Context: an optimization exercise on an open-source flow, tuned for small area, a short achievable clock period and few clock cycles per item. The choices shown serve that exercise and are no tape-out recipe. The RTL was checked by simulation tests, not by an equivalence proof against the original design. Power and IR drop assume default switching activity.

`design/flow/design.v`:
```
module bmr_blockrot (
    input  wire        clk,
    input  wire        rst,         
    input  wire        in_valid,
    output wire        in_ready,
    input  wire [63:0] in_data,
    input  wire        in_tpose,    
    output wire        out_valid,
    input  wire        out_ready,
    output wire [63:0] out_data
);
    reg [64:0] iq0, iq1;            
    reg        iwp, irp;
    reg [1:0]  icnt;
    reg [5:0]  in_row;              
    reg        in_op;               
    wire       ifull   = icnt[1];
    wire       in_fire = in_valid && !ifull;
    wire       op_in   = (in_row == 6'd0) ? in_tpose : in_op;
    assign in_ready = !ifull;
    reg        dir;                 
    reg [5:0]  ph;                  
    reg        ev;                  
    reg [5:0]  e;                   
    reg        eop;                 
    reg [5:0]  l;                   
    reg [63:0] oh, ot;              
    reg        ohv, otv;
    wire [64:0] ihead = irp ? iq1 : iq0;
    wire        hop   = ihead[64];
    wire [63:0] hd    = ihead[63:0];
    wire emit = ev && (e == ph) && !otv;
    wire slot_free = !ev || (l < e) || ((l == e) && emit);
    wire ld   = (icnt != 2'd0) && (l == ph) && slot_free;
    wire sw   = ld && (l == 6'd63);
    wire [4095:0] a;
    wire [63:0] in_h, in_v;
    wire [63:0] ex_h, ex_v;
    genvar gp, gq;
    generate
        for (gp = 0; gp < 64; gp = gp + 1) begin : g_perm
            assign in_h[gp] = hop ? hd[gp]      : hd[gp ^ 56];
            assign in_v[gp] = hop ? hd[63 - gp] : hd[gp ^ 7];
            assign ex_h[gp] = eop ? a[64*gp + 0] : a[64*(gp ^ 7) + 0];
            assign ex_v[gp] = eop ? a[64*63 + 63 - gp] : a[64*63 + (gp ^ 56)];
        end
        for (gp = 0; gp < 64; gp = gp + 1) begin : g_row
            reg [63:0] q;
            wire [63:0] nh = {(ld ? in_h[gp] : q[0]), q[63:1]};
            wire [63:0] nv;
            if (gp == 0) begin : g_top
                assign nv = ld ? in_v : a[64*(63) +: 64];
            end else begin : g_mid
                assign nv = a[64*(gp - 1) +: 64];
            end
            always @(posedge clk)
                q <= dir ? nv : nh;
            assign a[64*(gp) +: 64] = q;
        end
    endgenerate
    wire [63:0] ex = dir ? ex_v : ex_h;
    wire opop = ohv && out_ready;
    always @(posedge clk) begin
        if (!ifull) begin
            if (iwp) iq1 <= {op_in, in_data};
            else     iq0 <= {op_in, in_data};
        end
        if (otv) begin
            if (opop) oh <= ot;
        end else if (emit) begin
            if (!ohv || opop) oh <= ex;
            else              ot <= ex;
        end
        if (rst) begin
            iwp <= 1'b0; irp <= 1'b0; icnt <= 2'd0;
            in_row <= 6'd0; in_op <= 1'b0;
            dir <= 1'b0; ph <= 6'd0; ev <= 1'b0; e <= 6'd0; eop <= 1'b0; l <= 6'd0;
            ohv <= 1'b0; otv <= 1'b0;
        end else begin
            if (in_fire) begin
                iwp <= !iwp;
                in_row <= in_row + 6'd1;
                if (in_row == 6'd0) in_op <= in_tpose;
            end
            if (ld) irp <= !irp;
            icnt <= icnt + {1'b0, in_fire} - {1'b0, ld};
            if (!ev && l == 6'd0 && !ld) ph <= 6'd0;
            else                         ph <= ph + 6'd1;
            if (emit) begin
                e <= e + 6'd1;
                if (e == 6'd63) ev <= 1'b0;
            end
            if (ld) l <= l + 6'd1;
            if (sw) begin
                ev  <= 1'b1;
                e   <= 6'd0;
                eop <= hop;
                dir <= !dir;
            end
            if (otv) begin
                if (opop) otv <= 1'b0;
            end else if (emit) begin
                if (!ohv || opop) ohv <= 1'b1;
                else              otv <= 1'b1;
            end else if (opop) begin
                ohv <= 1'b0;
            end
        end
    end
    assign out_valid = ohv;
    assign out_data  = oh;
endmodule
```
`design/flow/run.sh`:
```
#!/bin/bash
# synth_recipe.tcl (not shown) runs the flow's synth.tcl, then flattens the netlist and writes it again
# the make line also repeats each setting of config.mk as NAME=value (left out here)
make -C /OpenROAD-flow-scripts/flow DESIGN_CONFIG=/design/flow/config.mk WORK_HOME=/design/flow/orfs CLKGATE_MAP_FILE= SYNTH_SCRIPT=/design/flow/synth_recipe.tcl finish
```
`design/flow/config.mk`:
```
export PLATFORM = sky130hd
export DESIGN_NAME = bmr_blockrot
export DESIGN_NICKNAME = bmr_blockrot
export VERILOG_FILES = /design/flow/design.v
export SDC_FILE = /design/flow/constraint.sdc
export NUM_CORES = 4
export LEC_CHECK = 0
export CAP_MARGIN = 20
export CORE_MARGIN = 2
export CORE_UTILIZATION = 45
export PLACE_DENSITY = 0.6
export SLEW_MARGIN = 20
```
`design/flow/constraint.sdc`:
```
create_clock -name core_clock -period 8.0 [get_ports {clk}]
set_input_delay 1.6000 -clock core_clock [delete_from_list [all_inputs] [get_ports {clk}]]
set_output_delay 1.6000 -clock core_clock [all_outputs]
set_load 0.01 [all_outputs]
```
==> results of run 1 <==
[worst paths after layout]
check	end	slack [ns]	depth (start not counted)
setup / recovery	in_ready	4.31	2
hold / removal	g_row[4].q[24]$_DFF_P_	0.44	1
setup reg to reg	icnt[1]$_SDFF_PP0_	4.59	13
hold reg to reg	g_row[4].q[24]$_DFF_P_	0.44	1
[synth_stat cells (all sizes together) (8+ instances only)]
| master | instances |
|---|---|
| a211oi | 67 |
| a21oi | 72 |
| a31oi | 127 |
| a32oi | 125 |
| and2 | 127 |
| buf | 445 |
| clkbuf | 164 |
| dfxtp | 4130 |
| edfxtp | 258 |
| ha | 14 |
| inv | 15 |
| mux2 | 4043 |
| mux2i | 71 |
| mux4 | 62 |
| nand2 | 8 |
| nand3 | 11 |
| nor2 | 151 |
| nor2b | 75 |
| nor3 | 13 |
| o211ai | 63 |
| xnor2 | 16 |
| xor2 | 12 |
[area by class of cell]
type / count / area (um2)
Clock buffer: 657 / 13000
Multi-Input combinational cell: 5090 / 53600
Timing Repair Buffer: 193 / 2030
Clock inverter: 136 / 1360
Fill cell: 27200 / 159000
Inverter: 15 / 58.8
Tap cell: 4325 / 5410
Sequential cell: 4388 / 90400
Antenna cell: 4 / 10.0
[metrics by stage]
| step | area, um2 | power, mW | setup WS, ns | hold WS, ns |
|---|---|---|---|---|
| after floorplan | 147000 | 35.1 | 2.74 | 0.447 |
| after global placement | 152000 | 38.1 | 4.00 | 0.461 |
| after detailed placement | 152000 | 38.0 | 4.10 | 0.460 |
| after CTS | 166000 | 58.4 | 4.21 | 0.443 |
| after global routing | 166000 | 60.5 | 4.20 | 0.460 |
| final | 166000 | 57.7 | 4.31 | 0.443 |
[routing by layer]
metal / wire, um / share of wire
met1: 139000 / 0.49
met2: 126000 / 0.44
met3: 9820 / 0.035
met4: 8520 / 0.030
met5: 0 / 0
[registers in the layout, indices dropped and copies added (netlist names)]
| register | cells |
|---|---|
| l | 6 |
| ph | 6 |
| eop | 1 |
| ev | 1 |
| g_row.q | 4096 |
| dir | 1 |
| in_op | 1 |
| ot | 64 |
| otv | 1 |
| iq0 | 65 |
| iwp | 1 |
| iq1 | 65 |
| icnt | 2 |
| oh | 64 |
| in_row | 6 |
| ohv | 1 |
| e | 6 |
| irp | 1 |
[power by group]
group | total [mW] | leakage [nW] | internal (mW) | switching (mW)
registers | 30.8 | 36.3 | 27.7 | 3.15
clock network | 20.1 | 7.11 | 11.7 | 8.42
logic | 6.75 | 23.3 | 4.11 | 2.63
[cells by family after synthesis]
group | count (synthesis) | share of synthesized area
adder cells (fa/ha/maj) | 14 | 0.00119
AND/OR/NAND/NOR | 408 | 0.0147
AO/OA/AOI/OAI | 464 | 0.0225
multiplexers | 4176 | 0.324
XOR/XNOR | 28 | 0.00177
buffers and inverters | 624 | 0.0198
flip-flops | 4388 | 0.616
[worst register-to-register path, stage by stage, from the launching register on]
cell and delay, ns:
dfxtp_1 0.42, inv_1 0.12, ha_1 0.30, and4_1 0.22
o21ai_0 0.12, nand3b_1 0.12, buf_4 0.61, a21oi_2 0.31
ha_1 0.38, inv_1 0.05, ha_1 0.18, xnor2_1 0.21
xnor2_1 0.18, nor2_1 0.06
==> reports/metrics.csv, run 1 <==
metric;value;unit
place_hpwl;179000;um
rows;209;
grt_pass1_wl;448000;um
cp_data_arrival_time;2.09;ns
postCtsSetupRepairBufs;0;
max_slew.worst_pin.slew;1.19;ns
final_common_cell;dfxtp_1;
yosysTopAreaCell;dfxtp_1;
setup_viol;0;
avgSynthCellArea;14.5;um2
clockBufferDepth;4;
r2r-start;e[3]$_SDFFE_PP0N_;
syn-cell-area;0.147;mm2
fin_util;0.511;
die_w;575;um
max_slew_margin;0.208;
crit_type;reg2out;
core;0.325;mm2
final_layout_size_suffix_gt1_frac;0.465;
synth_flop_cell;dfxtp_1;
setup_tns;0;ns
grt.overflow.total;0;
ant_nets;0;
pwr_density_cell;348;mW/mm2
min_from;g_row[4].q[25]$_DFF_P_;
syn2layout_area_growth;13.0;%
cts_resized;0;
ys_ff_latch;4388;
critical_path.cell_chain;inv_1, clkdlybuf4s50_1;
cts_sinks;4388;
gr-usage-met3;0.0262;
cts_hold_buf;0;
nets;10200;
ioPinCount;135;
vdd_drop_max;0.213;mV
slew_viol_final;0;
crit_family;buffers and inverters;
hp-class;reg2reg;
fmax;0.271;GHz
slowest_delay;0.51;ns
htree_levels;5;
path_clk_slew;0.06;ns
hold_viol;0;
wl;283000;um
grtUsageMet2;0.259;
drcViolationCount;0;
required;6.40;ns
grt_use_total;0.167;
seq_area_frac_synth;0.616;
period_needed;3.69;ns
drtIter0Drc;4095;
wire_per_inst;19.1;um
ys_types;49;
cts_tree;done;
first_pass_iters;5;
gr-usage-met1;0.237;
synth_fp_nets;10200;
finalCritPeriodShare;0.461;
synth_edf_count;258;
cp_slowest_cell;dfxtp_1;
numCtsBuffers;433;
fin_skew;0.0661;ns
cts_root_buf;clkbuf_16;
grt-busiest-layer;met2;
drt-vias-per-instance;4.92;
port_buffers;134;
final_cells;14800;
die_area;0.331;mm2
grt_pass1_vias;78500;
yosysWarnings;1;
synthCells;10100;
p_leak;66.7;nW
placedCellCount;14000;
path_max_fanout;5;
antenna_found_initial;9;
clkLatencyLatePin;0.95;ns
synth_top_cell_area_share;0.563;
drv_cap;0;
startpoint;icnt[1]$_SDFF_PP0_;
grt_max_degree;201;
layout_common_cells;4125 x dfxtp_1, 4040 x mux2_2, 442 x clkbuf_16;
worstSetupStartpointType;register;
num_vias;72800;
place_congestion;0.813;
crit_buf_inv;2;
die_h;575;um
status;timing/DRC/antenna clean;
ys_top_cells_by_area;dfxtp_1 56%, mux2_2 31%, edfxtp_1 5.3%;
end_kind;output port;
rsz0062_at_grt;no;
ys_async_sr_fraction;0;
initial_core_util;0.453;
Testbench counts, summed over its fixed seeds: cycles 8,720, blocks 128.
==> run 2: changes to the inputs <==
==> design/flow/design.v (replaced) <==
module bmr_blockrot (
    input  wire        clk,
    input  wire        rst,         
    input  wire        in_valid,
    output wire        in_ready,
    input  wire [63:0] in_data,
    input  wire        in_tpose,    
    output wire        out_valid,
    input  wire        out_ready,
    output wire [63:0] out_data
);
    reg        dir;                 
    reg        hz, vt;              
    reg [5:0]  ph;                  
    reg        ev;                  
    reg [5:0]  e;                   
    reg        eop;                 
    reg [5:0]  l;                   
    reg        lop;                 
    reg        rdy;                 
    reg [63:0] rd;                  
    reg        rt;                  
    reg        rv;                  
    reg [63:0] oh, ot;              
    reg        ohv, otv;
    wire emit = ev && (e == ph) && !otv;
    wire ld   = rv && (l == ph) && (!ev || (l < e) || ((l == e) && emit));
    wire sw   = ld && (l == 6'd63);
    wire opop = ohv && out_ready;
    wire in_fire = in_valid && rdy;
    wire        op_in = (l == 6'd0) ? rt : lop;
    wire [63:0] dw;                 
    genvar gp;
    generate
        for (gp = 0; gp < 64; gp = gp + 1) begin : g_in
            assign dw[gp] = op_in ? rd[gp ^ 56] : rd[gp];
        end
    endgenerate
    wire [5:0] ph_n  = (!ev && l == 6'd0 && !ld) ? 6'd0 : ph + 6'd1;
    wire [5:0] l_n   = ld ? l + 6'd1 : l;
    wire       ev_n  = sw ? 1'b1 : (emit && e == 6'd63) ? 1'b0 : ev;
    wire [5:0] e_n   = sw ? 6'd0 : emit ? e + 6'd1 : e;
    wire       otv_n = otv ? !opop : (emit && ohv && !opop);
    wire       emit_n = ev_n && (e_n == ph_n) && !otv_n;
    wire       rv_n  = in_fire || (rv && !ld);
    wire       ld_n  = rv_n && (l_n == ph_n) &&
                       (!ev_n || (l_n < e_n) || ((l_n == e_n) && emit_n));
    wire       rdy_n = !rv_n || ld_n;
    wire [4095:0] s;                
    wire [63:0] ex_h, ex_v;         
    generate
        for (gp = 0; gp < 64; gp = gp + 1) begin : g_row
            localparam [63:0] INV = (gp % 2) ? 64'h5555555555555555 : 64'hAAAAAAAAAAAAAAAA;
            reg [63:0] q;
            wire in_bit = dw[gp ^ 56] ^ ~INV[63];
            wire [63:0] nh = ~{(ld ? in_bit : q[0]), q[63:1]};
            wire [63:0] nv;
            if (gp == 0) begin : g_top
                wire [63:0] in_row;
                genvar gq;
                for (gq = 0; gq < 64; gq = gq + 1) begin : g_q
                    assign in_row[gq] = dw[gq ^ 7] ^ ~INV[gq];
                end
                assign nv = ~(ld ? in_row : s[64*63 +: 64]);
            end else begin : g_mid
                assign nv = ~s[64*(gp-1) +: 64];
            end
            always @(posedge clk)
                q <= ~((~nh | {64{vt}}) & (~nv | {64{hz}}));
            assign s[64*gp +: 64] = q;
            assign ex_h[gp ^ 7] = q[0] ^ INV[0];
        end
        for (gp = 0; gp < 64; gp = gp + 1) begin : g_exv
            localparam integer INV63 = (63 + gp) % 2;
            assign ex_v[gp ^ 56] = s[64*63 + gp] ^ INV63;
        end
    endgenerate
    wire [63:0] ex_r = dir ? ex_v : ex_h;
    wire [63:0] ex;
    generate
        for (gp = 0; gp < 64; gp = gp + 1) begin : g_out
            assign ex[gp] = eop ? ex_r[gp ^ 7] : ex_r[gp];
        end
    endgenerate
    always @(posedge clk) begin
        if (rdy) begin
            rd <= in_data;
            rt <= in_tpose;
        end
        if (otv) begin
            if (opop) oh <= ot;
        end else if (emit) begin
            if (!ohv || opop) oh <= ex;
            else              ot <= ex;
        end
        if (rst) begin
            dir <= 1'b0; hz <= 1'b1; vt <= 1'b0; ph <= 6'd0; ev <= 1'b0; e <= 6'd0; eop <= 1'b0;
            l <= 6'd0; lop <= 1'b0; rdy <= 1'b0; rv <= 1'b0;
            ohv <= 1'b0; otv <= 1'b0;
        end else begin
            ph  <= ph_n;
            l   <= l_n;
            ev  <= ev_n;
            e   <= e_n;
            otv <= otv_n;
            rdy <= rdy_n;
            rv  <= rv_n;
            if (ld && l == 6'd0) lop <= rt;
            if (sw) begin
                eop <= lop;
                dir <= !dir;
                hz  <= dir;
                vt  <= !dir;
            end
            if (!otv && emit) begin
                if (!ohv || opop) ohv <= 1'b1;
            end else if (opop) begin
                ohv <= otv;
            end
        end
    end
    assign in_ready  = rdy;
    assign out_valid = ohv;
    assign out_data  = oh;
endmodule
--- a/design/flow/config.mk
+++ b/design/flow/config.mk
@@ -9,4 +9,6 @@
 export CORE_MARGIN = 2
 export CORE_UTILIZATION = 45
 export PLACE_DENSITY = 0.6
+export SETUP_SLACK_MARGIN = 5
 export SLEW_MARGIN = 20
+export TNS_END_PERCENT = 100
==> run 2 against run 1 <==
Effect of this change: non-clock buffer count grew 55; sequential cell count shrank 72; synthesized cell count shrank 0.21%; largest power group unchanged; register-to-register slack gained 0.19 ns; worst hold slack lost 0.037 ns; global-route usage grew 3.2 points; core utilization grew 0.47 points; clock power shrank 3%; count of clock-buffer cells in the layout shrank 27; area after synthesis shrank 16%; critical path type is now reg2reg; wire length grew 2.8%; still clean; sequential power grew 6.8%.
==> reports/metrics.csv, run 2 <==
metric;value;unit;change
status;timing/DRC/antenna clean;;unchanged
drt-vias-per-instance;5.76;;was 4.92
hold_viol;0;;unchanged
place_congestion;0.824;;was 0.813
cts_hold_buf;0;;unchanged
crit_buf_inv;1;;was 2
seq_area_frac_synth;0.716;;was 0.616
crit_family;simple AND/OR/NAND/NOR gates;;was buffers and inverters
ys_async_sr_fraction;0;;unchanged
yosysTopAreaCell;dfxtp_1;;unchanged
clkLatencyLatePin;0.95;ns;about the same
pwr_density_cell;413;mW/mm2;was 348 mW/mm2
setup_tns;0;ns;unchanged
wire_per_inst;21.2;um;was 19.1 um
final_cells;13700;;was 14800
slew_viol_final;0;;unchanged
max_slew_margin;0.236;;was 0.208
worstSetupStartpointType;register;;unchanged
initial_core_util;0.452;;was 0.453
path_clk_slew;0.07;ns;was 0.06 ns
grt_pass1_vias;80300;;was 78500
grt.overflow.total;0;;unchanged
fin_skew;0.0723;ns;was 0.0661 ns
finalCritPeriodShare;0.403;;was 0.461
drtIter0Drc;5999;;was 4095
path_max_fanout;8;;was 5
numCtsBuffers;411;;was 433
die_w;528;um;was 575 um
period_needed;3.22;ns;was 3.69 ns
max_slew.worst_pin.slew;1.15;ns;was 1.19 ns
setup_viol;0;;unchanged
core;0.273;mm2;was 0.325 mm2
synth.cells.most_frequent;4123 x dfxtp_1, 3990 x o22ai_1, 929 x clkbuf_1;;was 4130 x dfxtp_1, 4040 x mux2_2, 419 x buf_2
n_fill_cell;23400;;was 27200
nets;9858;;was 10200
drv_cap;0;;unchanged
wl_met3;10200;um;was 9820 um
cp_data_arrival_time;4.04;ns;was 2.09 ns
cts_sinks;4316;;was 4388
cts_tree;done;;unchanged
top_layer;met4;;unchanged
grt_max_degree;275;;was 201
layout_common_cells;4100 x dfxtp_1, 3990 x o22ai_1, 424 x clkbuf_16;;was 4125 x dfxtp_1, 4040 x mux2_2, 442 x clkbuf_16
antenna_found_initial;1;;was 9
ant_nets;0;;unchanged
top_register;g_row.q;;unchanged
synth_most_common_cell;dfxtp_1;;unchanged
synthCells;10100;;about the same
cp_slowest_cell;or4b_4;;was dfxtp_1
die_area;0.278;mm2;was 0.331 mm2
critical_path.cell_chain;inv_1, ha_1, or4b_4, or3_1, a21oi_2, or2_4, xor3_1, nor3b_1, nand4_1, a22oi_1;;was inv_1, clkdlybuf4s50_1
final_layout_size_suffix_gt1_frac;0.0999;;was 0.465
required;8.82;ns;was 6.40 ns
grt_use_total;0.199;;was 0.167
end_kind;register;;was output port
first_pass_iters;6;;was 5
place_hpwl;172000;um;was 179000 um
grt_pass1_wl;456000;um;was 448000 um
wl_met1;138000;um;was 139000 um
fmax;0.310;GHz;was 0.271 GHz
ys_top_cells_by_area;dfxtp_1 67%, o22ai_1 20%, edfxtp_1 4.7%;;was dfxtp_1 56%, mux2_2 31%, edfxtp_1 5.3%
num_vias;79000;;was 72800
crit_type;reg2reg;;was reg2out
avgSynthCellArea;12.2;um2;was 14.5 um2
p_leak;52.3;nW;was 66.7 nW
vdd_drop_max;0.216;mV;was 0.213 mV
ys_types;63;;was 49
yosysWarnings;1;;unchanged
met2_length;136000;um;was 126000 um
rsz0062_at_grt;yes;;was no
die_h;528;um;was 575 um
largest_reg_flops;4096;;unchanged
synth_top_cell_area_share;0.669;;was 0.563
slowest_delay;0.49;ns;was 0.51 ns
synth_edf_count;193;;was 258
wl;291000;um;was 283000 um
hp-class;reg2reg;;unchanged
placedCellCount;12900;;was 14000
drcViolationCount;0;;unchanged
rows;192;;was 209
htree_levels;5;;unchanged
port_buffers;134;;unchanged
synth_fp_nets;10200;;about the same
ys_ff_latch;4316;;was 4388
syn-cell-area;0.123;mm2;was 0.147 mm2
synth_flop_cell;dfxtp_1;;unchanged
ioPinCount;135;;unchanged
cts_root_buf;clkbuf_16;;unchanged
syn2layout_area_growth;14.3;%;was 13.0%
clockBufferDepth;4;;unchanged
final_common_cell;dfxtp_1;;unchanged
==> run 2: cell count changes after synthesis, sizes merged, moves of 65 or more <==
cell / previous run / this run
buf: 445 / 41
edfxtp: 258 / 193
a31oi: 127 / 1
a32oi: 125 / 1
nand2: 8 / 113
and2: 127 / 2
o21ai: 4 / 140
clkbuf: 164 / 929
mux2: 4043 / 66
o22ai: 0 / 3990
a211oi: 67 / 2
nor2: 151 / 18
==> run 2: metrics by stage <==
step                      power (mW)  cell area (um2)  setup WS, ns  hold WS [ns]  utilization
final                           58.2           141000          4.78         0.407        0.516
after global routing            60.8           141000          4.54         0.408        0.516
after CTS                       58.6           141000          4.67         0.394        0.514
after detailed placement        38.7           126000          3.65         0.419        0.463
after global placement          38.9           126000          3.56         0.423        0.463
after floorplan                 35.8           123000          4.11         0.405            -
==> run 2: what timing repair did <==
item	in CTS	in global routing
pin swaps	15	7
endpoints found under the setup margin	332	1227
gates cloned	4	4
gates resized for setup	327	31
setup buffers	26	3
==> run 2: cell type report <==
| cell class | instances | area, um2 | share of cell area |
|---|---|---|---|
| sequential | 4316 | 88400 | 0.627 |
| antenna | 5 | 12.5 | 0.0000888 |
| inverter | 77 | 299 | 0.00212 |
| clock buffer | 630 | 12400 | 0.0877 |
| clock inverter | 123 | 1510 | 0.0107 |
| tap | 3589 | 4490 | 0.0319 |
| timing repair buffer | 248 | 2670 | 0.0189 |
| multi-input combinational | 4719 | 31200 | 0.221 |
==> run 2: worst paths after layout <==
check                                             start                       to  slack, ns  depth (start not counted)
worst max register to register          l[0]$_SDFF_PP0_           rdy$_SDFF_PP0_       4.78                         10
worst min register to register  g_row[11].q[29]$_DFF_P_  g_row[11].q[28]$_DFF_P_       0.41                          1
worst max-delay path                    l[0]$_SDFF_PP0_           rdy$_SDFF_PP0_       4.78                         10
worst min-delay path            g_row[11].q[29]$_DFF_P_  g_row[11].q[28]$_DFF_P_       0.41                          1
==> run 2: logic make-up after synthesis <==
logic type,share of synthesized area
and+or+nand+nor,0.00810
muxes,0.0230
adders and majority gates,0.00162
buffers and inverters,0.0324
xor gates and xnor gates,0.00284
AOI/OAI and AO/OA,0.216
DFF,0.716
==> run 2: routing by layer <==
metal,global-route usage,up-vias
met3,0.0250,427
met2,0.317,1319
met5,0,-
met1,0.284,38900
met4,0.0564,0
li1,-,38300
==> run 2: report_power, final <==
part	leakage (nW)	internal (mW)	total, mW	switching, mW
registers	36.3	28.4	32.9	4.55
clock network	6.82	11.3	19.5	8.16
logic	9.22	3.46	5.77	2.31
Testbench counts of run 2, summed over its fixed seeds: cycles 8,720, blocks 128.

==> static timing again, ports no longer ideal <==
In the flow no input, the clock included, has a driving cell. The finished layouts below were timed again as built, in two steps.
Step 1 assumes that a clkbuf_16 drives the clock port and a buf_2 every other input.
Step 2, shift: input delay + t, output delay - t, t = (earliest + latest rising clock arrival at the registers) / 2. This alone moves slack from input paths to output paths.
Three values: ideal, step 1, step 2; two values: the first two.
run	t, ns	setup slack, ns	worst setup path after step 2	cell pins on the clock port's net
run 1	1.016	4.311 / 4.215 / 4.093	input to register	1
run 2	1.007	4.778 / 4.765 / 4.545	input to register	1
After both steps every run listed still meets setup and hold. For run 2, which loses most, drivers alone change the setup slack by -0.013 ns; drivers and shift together by -0.233 ns.
